Context: an optimization exercise on an open-source flow, tuned for a short achievable clock period and few clock cycles per item. The choices shown serve that exercise and are no tape-out recipe.
At most, simulation tests tie the RTL to the original design; equivalence was not proved.
The clock port is modelled as an ideal driver; clocking choices that lean on that would not hold on a real chip.
Power and IR drop assume default switching activity.

// wav12_compressor
module wav12_compressor (
    input  wire        clk,
    input  wire        rst,
    input  wire        start,
    input  wire [3:0]  cfg_shift,
    input  wire [15:0] cfg_nsamples,
    output wire        idle,
    output wire        done,
    input  wire        in_valid,
    input  wire [15:0] in_sample,
    output wire        in_ready,
    output wire        out_valid,
    output wire [7:0]  out_data,
    output wire        out_last,
    input  wire        out_ready
);
    reg        idle_q, done_q, in_ready_q, start_q, stall_q;
    reg [15:0] rem;          
    reg [3:0]  shift_r;
    wire go      = start & idle_q;
    wire take    = in_valid & in_ready_q;
    wire cfg_nz  = |cfg_nsamples;
    reg        take_q;
    wire rem_is0 = take_q ? (rem == 16'd1) : (rem == 16'd0);
    wire rem_is1 = take_q ? (rem == 16'd2) : (rem == 16'd1);
    wire adv     = ~stall_q;
    reg        v0, l0;
    reg [15:0] raw;
    wire       v0_hold = v0 & stall_q;
    wire       v0_next = take | v0_hold;
    always @(posedge clk) begin
  ...
Settings: LEC_CHECK=0, CAP_MARGIN=20, CORE_MARGIN=2, CORE_UTILIZATION=40, PLACE_DENSITY=0.6, SLEW_MARGIN=20; clock period 10.0 ns.
standard.sh (not shown) runs the stock make flow with config.mk's settings and CLKGATE_MAP_FILE= SYNTH_SCRIPT=/design/flow/synth_recipe.tcl, a recipe that flattens the netlist after the stock synthesis.
==> flow/flow/run.sh <==
#!/bin/bash
set -euo pipefail
K=("SETUP_SLACK_MARGIN=7.4" "BUFFER_PORTS_ARGS=-buffer_cell sky130_fd_sc_hd__buf_4")
RES=orfs/results/$FLOW_PLATFORM/wav12_compressor/base
bash standard.sh "${K[@]}" cts > standard_cts.log 2>&1
RES=$RES openroad -no_init -exit flow/rmroot.tcl > rmroot.log 2>&1
if [[ -f $RES/4_cts.odb.new ]]; then
  cp $RES/4_cts.odb.new $RES/4_1_cts.odb
  sleep 1
  mv $RES/4_cts.odb.new $RES/4_cts.odb
  touch $RES/4_cts.sdc
fi
bash standard.sh "${K[@]}" finish > standard_finish.log 2>&1
==> flow/flow/rmroot.tcl <==
set res $::env(RES)
read_db $res/4_cts.odb
set block [ord::get_db_block]
set port_net [$block findNet clk]
set root ""
foreach it [$port_net getITerms] {
  set inst [$it getInst]
  if {[string match "clkbuf_0_*" [$inst getName]]} { set root $inst }
}
if {$root eq ""} { puts "no root buffer"; exit 0 }
set out_net [[$root findITerm X] getNet]
set loads {}
foreach it [$out_net getITerms] {
  if {[$it getInst] ne $root} { lappend loads $it }
}
set n_port [llength [$port_net getITerms]]
puts "root [$root getName] drives [llength $loads] pins; port drives $n_port pins"
if {[llength $loads] + $n_port - 1 > 4} { puts "too many loads, keeping the root"; exit 0 }
foreach it $loads {
  $it disconnect
  $it connect $port_net
}
[$root findITerm A] disconnect
odb::dbInst_destroy $root
odb::dbNet_destroy $out_net
$port_net setSigType CLOCK
puts "port now drives [llength [$port_net getITerms]] pins"
write_db $res/4_cts.odb.new
The first run finished with timing, DRC and antenna clean.
Edit:
--- a/flow/design.v
+++ b/flow/design.v
@@ -11,17 +11,17 @@
     output wire        in_ready,
     output wire        out_valid,
     output wire [7:0]  out_data,
     output wire        out_last,
     input  wire        out_ready
 );
     reg        idle_q, done_q, in_ready_q, start_q, stall_q;
     reg [15:0] rem;          
-    reg [3:0]  shift_r;
+    reg [15:0] shift_oh;     
     wire go      = start & idle_q;
     wire take    = in_valid & in_ready_q;
     wire cfg_nz  = |cfg_nsamples;
     reg        take_q;
     wire rem_is0 = take_q ? (rem == 16'd1) : (rem == 16'd0);
     wire rem_is1 = take_q ? (rem == 16'd2) : (rem == 16'd1);
     wire adv     = ~stall_q;
     reg        v0, l0;
@@ -34,21 +34,27 @@
             l0  <= rem_is1;
         end
         if (rst) v0 <= 1'b0;
         else     v0 <= v0_next;
     end
     reg        v1, l1;
     reg signed [15:0] x1;
     reg signed [17:0] x1_3;          
-    wire signed [15:0] xq  = $signed(raw) >>> shift_r;
-    wire signed [17:0] xq1 = xq;
-    always @(posedge clk) begin
-        if (adv) begin
-            x1   <= xq;
+    wire [30:0] raw_x = {{15{raw[15]}}, raw};
+    reg  [15:0] xq;
+    integer b;
+    always @* begin
+        for (b = 0; b < 16; b = b + 1)
+            xq[b] = |(shift_oh & raw_x[b +: 16]);
+    end
+    wire signed [17:0] xq1 = $signed(xq);
+    always @(posedge clk) begin
+        if (adv) begin
+            x1   <= $signed(xq);
             x1_3 <= xq1 + (xq1 <<< 1);
             l1   <= l0;
         end
         if (rst)      v1 <= 1'b0;
         else if (adv) v1 <= v0;
     end
     reg signed [15:0] p1;            
     reg signed [19:0] g;             
@@ -149,64 +155,69 @@
     always @* begin
         case (nf3)
             2'd0: part4 = m4[31:24];
             2'd1: part4 = m4[23:16];
             2'd2: part4 = m4[15:8];
             default: part4 = m4[7:0];
         endcase
     end
-    reg        v4, l4;
+    reg        v4, l4, nbnz4;
     reg [31:0] m4q;
-    reg [2:0]  nb4;
-    always @(posedge clk) begin
-        if (adv) begin
-            m4q <= m4;
-            nb4 <= nb3;
-            l4  <= l3;
+    reg [2:0]  nb4, nb4m1;
+    always @(posedge clk) begin
+        if (adv) begin
+            m4q   <= m4;
+            nb4   <= nb3;
+            nb4m1 <= nb3 - 3'd1;
+            nbnz4 <= (nb3 != 3'd0);
+            l4    <= l3;
         end
         if (start_q)
             carry <= 8'd0;
         else if (adv & v3)
             carry <= part4;
         if (rst) v4 <= 1'b0;
         else     v4 <= adv & v3;
     end
     reg [7:0] fdata [0:15];
     reg       flast [0:15];
     reg [3:0] wptr, rptr;
     reg [4:0] count;
     wire [2:0] wn = v4 ? nb4 : 3'd0;           
     wire       nonempty = (count != 5'd0);
-    wire       byp      = ~ov_q & ~nonempty & (wn != 3'd0);
-    wire [2:0] wq       = byp ? wn - 3'd1 : wn;    
+    wire       byp      = ~ov_q & ~nonempty & v4 & nbnz4;
     integer k;
     always @(posedge clk) begin
         for (k = 0; k < 16; k = k + 1) begin : wr
             reg [3:0] rel;
             reg [2:0] lane;
+            reg       we;
             rel  = k[3:0] - wptr;
             lane = rel[2:0] + {2'b00, byp};
-            if (rel < {1'b0, wq}) begin
+            we   = v4 & (byp ? ({1'b0, rel} + 5'd1 < {2'b00, nb4})
+                              : (rel < {1'b0, nb4}));
+            if (we) begin
                 case (lane[1:0])
                     2'd0: fdata[k] <= m4q[31:24];
                     2'd1: fdata[k] <= m4q[23:16];
                     2'd2: fdata[k] <= m4q[15:8];
                     default: fdata[k] <= m4q[7:0];
                 endcase
                 flast[k] <= l4 & (lane == nb4 - 3'd1);
             end
         end
     end
     reg       ov_q, ol_q;
     reg [7:0] od_q;
     wire       load     = ~ov_q | out_ready;
     wire       pop      = load & nonempty;
-    wire [4:0] cnt_add  = count + {2'b00, wq};
-    wire [4:0] cnt_sub  = cnt_add - 5'd1;
+    wire [4:0] cnt_wn   = count + {2'b00, wn};
+    wire [4:0] cnt_add  = byp ? {2'b00, nb4m1} : cnt_wn;
+    wire [4:0] cnt_sub  = cnt_wn - 5'd1;
     wire [3:0] rptr_inc = rptr + 4'd1;
     always @(posedge clk) begin
         if (byp) begin
             od_q <= m4q[31:24];
             ol_q <= l4 & (nb4 == 3'd1);
         end else if (load) begin
             od_q <= fdata[rptr];
             ol_q <= flast[rptr];
@@ -215,29 +226,29 @@
             ov_q  <= 1'b0;
             rptr  <= 4'd0;
             wptr  <= 4'd0;
             count <= 5'd0;
         end else begin
             if (byp)       ov_q <= 1'b1;
             else if (load) ov_q <= nonempty;
             rptr  <= pop ? rptr_inc : rptr;
-            wptr  <= wptr + {1'b0, wq};
+            wptr  <= wptr + (byp ? {1'b0, nb4m1} : {1'b0, wn});
             count <= pop ? cnt_sub : cnt_add;
         end
     end
-    wire stall_next = cnt_add > 5'd8;
+    wire stall_next = ~byp & (cnt_wn > 5'd8);
     wire last_out  = ov_q & ol_q & out_ready;
     wire done_next = last_out | (go & ~cfg_nz);
     wire rdy_take  = ~rem_is0 & ~rem_is1 & ~stall_next;
     wire rdy_idle  = ~rem_is0 & (~v0_hold | ~stall_next);
     always @(posedge clk) begin
         if (idle_q) begin
             rem     <= cfg_nsamples;
-            shift_r <= cfg_shift;
+            shift_oh <= 16'd1 << cfg_shift;
         end else if (take_q) begin
             rem     <= rem - 16'd1;
         end
         if (rst) begin
             idle_q     <= 1'b1;
             done_q     <= 1'b0;
             in_ready_q <= 1'b0;
             start_q    <= 1'b0;
Power increases slightly.
Die area increases by a few percent.
Sequential share of layout area decreases by 1.0 points.
Critical path depth decreases by 11.
Worst hold slack stays flat.
Wire length increases by roughly a tenth.
Worst setup slack gets better by 320 ps.
Combinational power decreases by a few percent.
Count of clock-buffer cells in the layout stays the same.
Cell count increases by a few percent.
Final area increases by a little under a tenth.
Via count increases by roughly a tenth.
Global-route usage increases by 1.6 points.
Testbench counts after the change, summed over its fixed seeds: cycles 77,185, samples 57,887.
For the first run of this note, only the layout was checked, not whether the RTL still works.

## static timing again, ports no longer ideal
In the flow no input, the clock included, has a driving cell. The finished layouts below were timed again as built, in two steps.
Step 1: set_driving_cell puts a clkbuf_16 on clk and a buf_2 on each other input, an assumption about the parent block.
Step 2 also shifts input and output timing later by t, the mid clock arrival at the registers, as if the neighbouring blocks saw the same clock.
Slacks: ideal ports / drivers / drivers and shift; pairs: ideal ports / drivers.
| run | t, ns | setup WS [ns] | latest minus earliest clock arrival (ns) | slew at the worst register clock pin (ns) | worst data-port slew with drivers (ns) |
|---|---|---|---|---|---|
| the first run | 0.516 | 6.349 / 6.349 / 6.349 | 0.023 / 0.023 | 0.07 / 0.07 | 0.06 |
| the second run | 0.529 | 6.673 / 6.673 / 6.673 | 0.048 / 0.048 | 0.07 / 0.07 | 0.07 |
After both steps setup and hold are still met in every run listed.
